Background: an optimization exercise with open tools, aiming at small area, a short achievable clock period and few clock cycles per item. Do not read the settings as production practice. In this exercise RTL edits were held to simulation tests only and were not proved equivalent to the original.

job 5433:
==> flow/design.v <==
module gf251_inv (
    input  wire [6:0] a,
    output wire [7:0] inv
);
    localparam [1023:0] TABLE = {
        64'h0000f95364b3c3e4,
        64'h87757684e3f01441,
        64'hc7594c563d2d9946,
        64'h2720a97b47922c22,
        64'h25f31bdd50356eae,
        64'hb06cbd037c961f5b,
        64'hc5b1a36da4adc481,
        64'h6368d3300fe87033,
        64'h04a66bcdea0de582,
        64'hb2ac5a8c40f62944,
        64'hebbf6a61d80631b6,
        64'h67da5f07d060d566,
        64'h519f1a095d1df188,
        64'h83c20c71b90ec0cc,
        64'h43123a1589e21c9d,
        64'h242ac93f547e0100
    };
    assign inv = TABLE[{a, 3'd0} +: 8];
endmodule
module gf251_mul (
    input  wire [8:0]  u,       
    input  wire [7:0]  c,
    input  wire [7:0]  v,
    output wire [11:0] s        
);
    function integer wt(input integer w);
        integer n, t;
        begin
            t = 1;
            for (n = 0; n < w; n = n + 1) t = (2 * t) % 251;
            wt = t;
        end
    endfunction
    function integer kconst(input integer dummy);
        integer j, t;
        begin
            t = 0;
            for (j = 0; j < 8; j = j + 1) t = t + wt(8 + j);
            kconst = (251 - (t % 251)) % 251;
        end
    endfunction
    reg [11:0] acc;
    integer i, j;
    always @(*) begin
        acc = {4'd0, v} + kconst(0);
        for (i = 0; i < 8; i = i + 1)
            for (j = 0; j < 8; j = j + 1)
                acc = acc + ((u[i] & c[j]) ? wt(i + j) : 0);
        for (j = 0; j < 8; j = j + 1)
            acc = acc + ((u[8] & c[j]) ? 0 : wt(8 + j));
    end
    assign s = acc;
endmodule
module gf251_interp (
    input  wire        clk,
    input  wire        rst,
    input  wire        start,
    input  wire [3:0]  k,
    input  wire [63:0] xs,      
    input  wire [63:0] ys,      
    output wire        ready,
    output wire        done,
    output wire [1:0]  err,     
    output wire [63:0] coef     
);
    localparam ST_IDLE = 2'd0;
    localparam ST_RUN  = 2'd1;
    localparam ST_DONE = 2'd2;
    reg [1:0] st;
    reg       rdy_r;
    reg       done_r;
    reg [7:0] x [0:7];
    reg [7:0] a [0:7];
    reg [1:0] err_r;
    reg [2:0] km1;           
    reg       r0v;
    reg       ph;            
    reg [2:0] p;             
    reg [2:0] xb;            
    reg [2:0] kl;            
    reg       r1v;
    reg       r1ph;
    reg [2:0] r1p;
    reg       r1neg;         
    reg [7:0] r1x;           
    reg       s1v;
    reg [2:0] s1d;
    reg [8:0] s1u;
    reg [7:0] s1c;
    reg [7:0] s1w;
    reg        s2v;
    reg [2:0]  s2d;
    reg [11:0] s2s;
    wire start_ok = start && rdy_r;
    wire ld       = (st != ST_RUN);      
    wire k_bad    = (k == 4'd0 || k > 4'd8);
    wire [4:0] sh  = {1'b0, s2s[11:8]};
    wire [9:0] q0  = {2'd0, s2s[7:0]} + {3'd0, sh, 2'd0} + {5'd0, sh};
    wire [9:0] q1  = q0 - 10'd251;
    wire [7:0] res = q1[9] ? q0[7:0] : q1[7:0];
    wire [2:0] p1  = p + 3'd1;
    wire [7:0] xh  = x[p1];
    wire [7:0] xl  = x[xb];
    wire [8:0] d1  = {1'b0, xh} - {1'b0, xl};           
    wire [8:0] d2  = {1'b0, xl} - {1'b0, xh};           
    wire [8:0] e1  = 9'd251 - d1;                       
    wire [8:0] e2  = 9'd251 - d2;
    wire       sgn = d1[8];                             
    wire [7:0] ab  = sgn ? d2[7:0] : d1[7:0];           
    wire       big = ab > 8'd125;
    wire [6:0] fold = !big ? ab[6:0] : (sgn ? e2[6:0] : e1[6:0]);
    wire       dz  = ph ? (xl == 8'd0) : (xh == xl);
    wire [7:0] rinv;
    gf251_inv u_inv (.a(r1x[6:0]), .inv(rinv));
    wire [7:0] c_base = r1ph ? r1x : rinv;
    wire [7:0] c_next = r1neg ? 8'd251 - c_base : c_base;
    wire [2:0] r1p1 = r1p + 3'd1;
    wire [7:0] alo = (s2v && s2d == r1p)  ? res : a[r1p];
    wire [7:0] ahi = (s2v && s2d == r1p1) ? res : a[r1p1];
    wire [8:0] u_next = {1'b0, ahi} - {1'b0, r1ph ? 8'd0 : alo};
    wire [7:0] w_next = r1ph ? alo : 8'd0;
    wire [2:0] d_next = r1ph ? r1p : r1p1;
    wire hazard = s1v && (s1d == r1p || s1d == r1p1);
    wire adv1   = r1v && !hazard;             
    wire adv0   = r0v && (!r1v || adv1);      
    wire [11:0] ps;
    gf251_mul u_mul (.u(s1u), .c(s1c), .v(s1w), .s(ps));
    always @(posedge clk) begin
        if (rst) begin
            st  <= ST_IDLE;
            r0v <= 1'b0;
            r1v <= 1'b0;
            s1v <= 1'b0;
            s2v <= 1'b0;
        end else begin
            s2v <= s1v;
            s1v <= adv1;
            if (adv0) r1v <= 1'b1;
            else if (adv1) r1v <= 1'b0;
            if (ld) begin
                km1 <= k[2:0] - 3'd1;
                ph  <= 1'b0;
                p   <= k[2:0] - 3'd2;
                xb  <= k[2:0] - 3'd2;
                kl  <= k[2:0] - 3'd2;
            end else if (adv0) begin
                if (!ph) begin
                    if (xb != 3'd0) begin
                        p  <= p - 3'd1;
                        xb <= xb - 3'd1;
                    end else if (kl != 3'd0) begin
                        kl <= kl - 3'd1;
                        p  <= km1 - 3'd1;
                        xb <= kl - 3'd1;
                    end else begin
                        ph <= 1'b1;
                        p  <= km1 - 3'd1;
                        xb <= km1 - 3'd1;
                    end
                end else begin
                    if (p != km1 - 3'd1) begin
                        p <= p + 3'd1;
                    end else if (xb != 3'd0) begin
                        xb <= xb - 3'd1;
                        p  <= xb - 3'd1;
                    end else begin
                        r0v <= 1'b0;
                    end
                end
            end
            case (st)
                ST_RUN: if (!r0v && !r1v && !s1v) st <= ST_DONE;
                default: st <= ST_IDLE;
            endcase
            if (start_ok) begin
                if (k_bad) begin
                    st <= ST_DONE;
                end else begin
                    r0v <= (k != 4'd1);
                    st  <= ST_RUN;
                end
            end
        end
    end
    always @(posedge clk) begin
        if (rst) begin
            rdy_r  <= 1'b1;
            done_r <= 1'b0;
        end else begin
            rdy_r  <= start_ok ? k_bad : (st == ST_RUN ? (!r0v && !r1v && !s1v) : 1'b1);
            done_r <= start_ok ? k_bad : (st == ST_RUN && !r0v && !r1v && !s1v);
        end
    end
    integer n;
    always @(posedge clk) begin
        s2d <= s1d;
        s2s <= ps;
        if (adv0) begin
            r1ph  <= ph;
            r1p   <= p;
            r1neg <= ph | (sgn ^ big);
            r1x   <= ph ? xl : {1'b0, fold};
        end
        s1d <= d_next;
        s1u <= u_next;
        s1c <= c_next;
        s1w <= w_next;
        if (adv0 && dz) err_r <= 2'd2;
        for (n = 0; n < 8; n = n + 1)
            if (s2v && s2d == n[2:0]) a[n] <= res;
        if (ld) begin
            for (n = 0; n < 8; n = n + 1) begin
                x[n] <= xs[8*n +: 8];
                a[n] <= (n < k) ? ys[8*n +: 8] : 8'd0;
            end
            err_r <= k_bad ? 2'd1 : 2'd0;
        end
    end
    assign ready = rdy_r;
    assign done  = done_r;
    assign err   = err_r;
    assign coef  = {a[7], a[6], a[5], a[4], a[3], a[2], a[1], a[0]};
endmodule
export LEC_CHECK = 0
export CAP_MARGIN = 0
export CORE_MARGIN = 2
export CORE_UTILIZATION = 55
export CTS_CLUSTER_DIAMETER = 80
export CTS_CLUSTER_SIZE = 24
export PLACE_DENSITY = 0.7
export SLEW_MARGIN = 0
create_clock -name core_clock -period 24.0 [get_ports {clk}]
standard.sh (not shown) runs the stock make flow with config.mk's settings and CLKGATE_MAP_FILE= SYNTH_SCRIPT=/design/flow/synth_recipe.tcl, a recipe that flattens the netlist after the stock synthesis.
==> flow/flow/run.sh <==
#!/bin/bash
# The standard layout (the standard.sh, unchanged), with one difference:
# the port buffers that global placement inserts are buf_4 cells instead of
# the delay buffers (clkdlybuf4s50_1) the resizer picks by default.
set -euo pipefail
export BUFFER_PORTS_ARGS="-buffer_cell sky130_fd_sc_hd__buf_4"
bash standard.sh > standard.log 2>&1
Testbench counts of job 5433, summed over its fixed seeds: cycles 13,554, items 384.
Inputs modified between job 5433 and job 9778:
- SLEW_MARGIN now 20, was 0
- CAP_MARGIN now 20, was 0
==> flow/flow/run.sh <==
#!/bin/bash
# The standard layout (the standard.sh, unchanged), with one difference in
# how the ports get their buffers: global placement's own buffer_ports call is
# turned off and ports.tcl, run just before global placement, buffers every
# input with a buf_1 and every output with a buf_4 (instead of the delay
# buffers clkdlybuf4s50_1 the resizer picks by default for both).
set -euo pipefail
export DONT_BUFFER_PORTS=1
export PRE_GLOBAL_PLACE_TCL="$PWD/flow/ports.tcl"
bash standard.sh > standard.log 2>&1
==> flow/flow/ports.tcl (new file) <==
# Buffer every input port with a buf_1 and every output port with a buf_4.
buffer_ports -inputs -buffer_cell sky130_fd_sc_hd__buf_1
buffer_ports -outputs -buffer_cell sky130_fd_sc_hd__buf_4
--- outcome ---
- Higher number of antenna violations at the first check in global routing was reported by job 9778, not job 5433.
- Length of routed wiring on met1 (job 9778 vs. job 5433) decreases by a few percent
- Job 9778: overall global routing resource usage 1.2 points below job 5433
- Worst setup slack after layout was lower in the run labelled job 9778.
- Side by side, relative area change from synthesis to final layout turned out lower in job 9778 than in job 5433.
- Per the comparison of job 9778 with job 5433, per-cell routed wire length increased by 1.1 um relative to the old numbers; global-route wire length before repair went down 4.4%.
--- input diff job 9778..job 895 ---
==> flow/flow/run.sh <==
#!/bin/bash
# The standard layout (the standard.sh, unchanged), with one difference:
# the port buffers that global placement inserts are buf_4 cells instead of
# the delay buffers (clkdlybuf4s50_1) the resizer picks by default.
set -euo pipefail
export BUFFER_PORTS_ARGS="-buffer_cell sky130_fd_sc_hd__buf_4"
bash standard.sh > standard.log 2>&1
removed: flow/flow/ports.tcl
Job 895 finished end to end and its layout was clean on timing, DRC and antenna. Side by side, wire length per cell turned out lower in job 895 than in job 9778. Of job 895 and job 9778, the run reporting the higher synthesis-to-layout area growth was job 895. Number of instances on the worst hold path: job 895 vs job 9778 identical. Routed wire length, job 895 and job 9778, higher one = job 895. Job 895 has share of cell area taken by multi-input logic gates below what job 9778 had. Total instance count after detailed placement (job 895 / job 9778): 1.10.
[inputs] job 1568 vs job 895
==> flow/flow/run.sh <==
#!/bin/bash
# The standard layout (the standard.sh, unchanged), with one difference:
# the port buffers that global placement inserts are buf_1 cells instead of
# the delay buffers (clkdlybuf4s50_1) the resizer picks by default.
set -euo pipefail
export BUFFER_PORTS_ARGS="-buffer_cell sky130_fd_sc_hd__buf_1"
bash standard.sh > standard.log 2>&1
==> comparison <==
Global-route wire length before repair in job 1568 is about 1.7% lower than in job 895. NOTE: utilization in job 1568 falls short of that of job 895. Diff job 1568..job 895 | routing usage on met3 | negligible. In the metrics for job 1568 and job 895, the one carrying the lower number of non-clock buffers in the layout is job 1568. [job 1568] fraction of final layout cells with drive strength greater than 1 fell 11 points relative to job 895. The finished layout cell area number comes out higher for job 895 vs job 1568. Relative to job 895, sequential share of layout area has increased by 1.4 points in job 1568. Sort job 1568 and job 895 by fraction of the cycle the final worst path needs, ascending, and job 895 comes first.

* * *

Another version of the RTL of gf251_interp (not shown whole).
Size: roughly 1,700 cells after synthesis, about 210 flip-flops, ~200 I/O pins, roughly 0.017 mm2 of cells after synthesis.
clock: 24.0 ns
lec_check: 0
cap_margin: 20
core_margin: 2
core_utilization: 50
cts_cluster_diameter: 80
cts_cluster_size: 24
place_density: 0.65
slew_margin: 20
==> flow/flow/run.sh <==
#!/bin/bash
# The standard layout (the standard.sh, unchanged), with one difference:
# the port buffers that global placement inserts are buf_1 cells instead of
# the delay buffers (clkdlybuf4s50_1) the resizer picks by default.
set -euo pipefail
export BUFFER_PORTS_ARGS="-buffer_cell sky130_fd_sc_hd__buf_1"
bash standard.sh > standard.log 2>&1
Testbench counts at the start, summed over its fixed seeds: cycles 13,554, items 384.
Next try:
Settings changed: CORE_UTILIZATION 50 to 55, PLACE_DENSITY 0.65 to 0.7.
- routed wire length falls by 2.2%
- final area stays flat
- worst setup slack hardly moves
- non-clock buffer count climbs by 1
- clock-buffer cell count came out higher by 1
- sequential cell count stays the same

* * *

Starting RTL as in the previous note.
==> flow/config.mk <==
export PLATFORM = sky130hd
export DESIGN_NAME = gf251_interp
export DESIGN_NICKNAME = gf251_interp
export VERILOG_FILES = /design/flow/design.v
export SDC_FILE = /design/flow/constraint.sdc
export NUM_CORES = 4
export LEC_CHECK = 0
export CAP_MARGIN = 20
export CORE_MARGIN = 2
export CORE_UTILIZATION = 55
export CTS_CLUSTER_DIAMETER = 100
export CTS_CLUSTER_SIZE = 32
export PLACE_DENSITY = 0.7
export SLEW_MARGIN = 20
==> flow/constraint.sdc <==
create_clock -name core_clock -period 24.0 [get_ports {clk}]
set_input_delay 4.8000 -clock core_clock [delete_from_list [all_inputs] [get_ports {clk}]]
set_output_delay 4.8000 -clock core_clock [all_outputs]
set_load 0.01 [all_outputs]
Scripts as last shown in full above: flow/flow/run.sh
Testbench counts at the start, summed over its fixed seeds: cycles 13,554, items 384.
Edit:
- CTS_CLUSTER_DIAMETER: 100 -> 90
- CTS_CLUSTER_SIZE: 32 -> 28
Effect:
- clock skew is about the same
- cell area increases slightly
- global-route usage is about the same

==> re-timing with driven ports <==
How much do the figures lean on ideal ports? The routed layouts below were timed once more, with nothing changed but the port constraints.
Step 1: set_driving_cell puts a clkbuf_16 on clk and a buf_2 on each other input, an assumption about the parent block.
Step 2 adds t to the input delays and takes it off the output delays; t is the mean of the earliest and latest rising clock arrival at the registers after step 1. Input paths then give back, and output paths get back, about the clock's delay inside the block.
a / b / c = ideal ports / drivers / drivers and shift; a / b = the first two.
run | t (ns) | slack for setup (ns) | hold slack, ns | worst setup path at the end | latest minus earliest clock arrival (ns)
job 5433 | 0.536 | 17.916 / 17.916 / 17.624 | 0.374 / 0.374 / 0.374 | input to register | 0.030 / 0.030
job 9778 | 0.539 | 17.876 / 17.876 / 17.595 | 0.370 / 0.370 / 0.370 | input to register | 0.054 / 0.054
job 895 | 0.542 | 17.929 / 17.929 / 17.607 | 0.369 / 0.369 / 0.369 | input to register | 0.031 / 0.031
job 1568 | 0.532 | 17.863 / 17.863 / 17.378 | 0.379 / 0.379 / 0.379 | input to register | 0.031 / 0.031
the first run of note 2 | 0.548 | 18.001 / 17.945 / 17.662 | 0.378 / 0.378 / 0.378 | input to register | 0.044 / 0.044
the second run of note 2 | 0.543 | 18.003 / 17.950 / 17.683 | 0.374 / 0.374 / 0.374 | input to register | 0.040 / 0.040
the first run of note 3 | 0.521 | 18.029 / 17.976 / 17.686 | 0.380 / 0.380 / 0.380 | input to register | 0.027 / 0.028
the second run of note 3 | 0.532 | 18.005 / 17.952 / 17.684 | 0.375 / 0.375 / 0.375 | input to register | 0.029 / 0.029
After both steps setup and hold are still met in every run listed. The setup slack of job 1568, which loses most, moves by 0.000 ns with the drivers and by -0.485 ns with both steps.
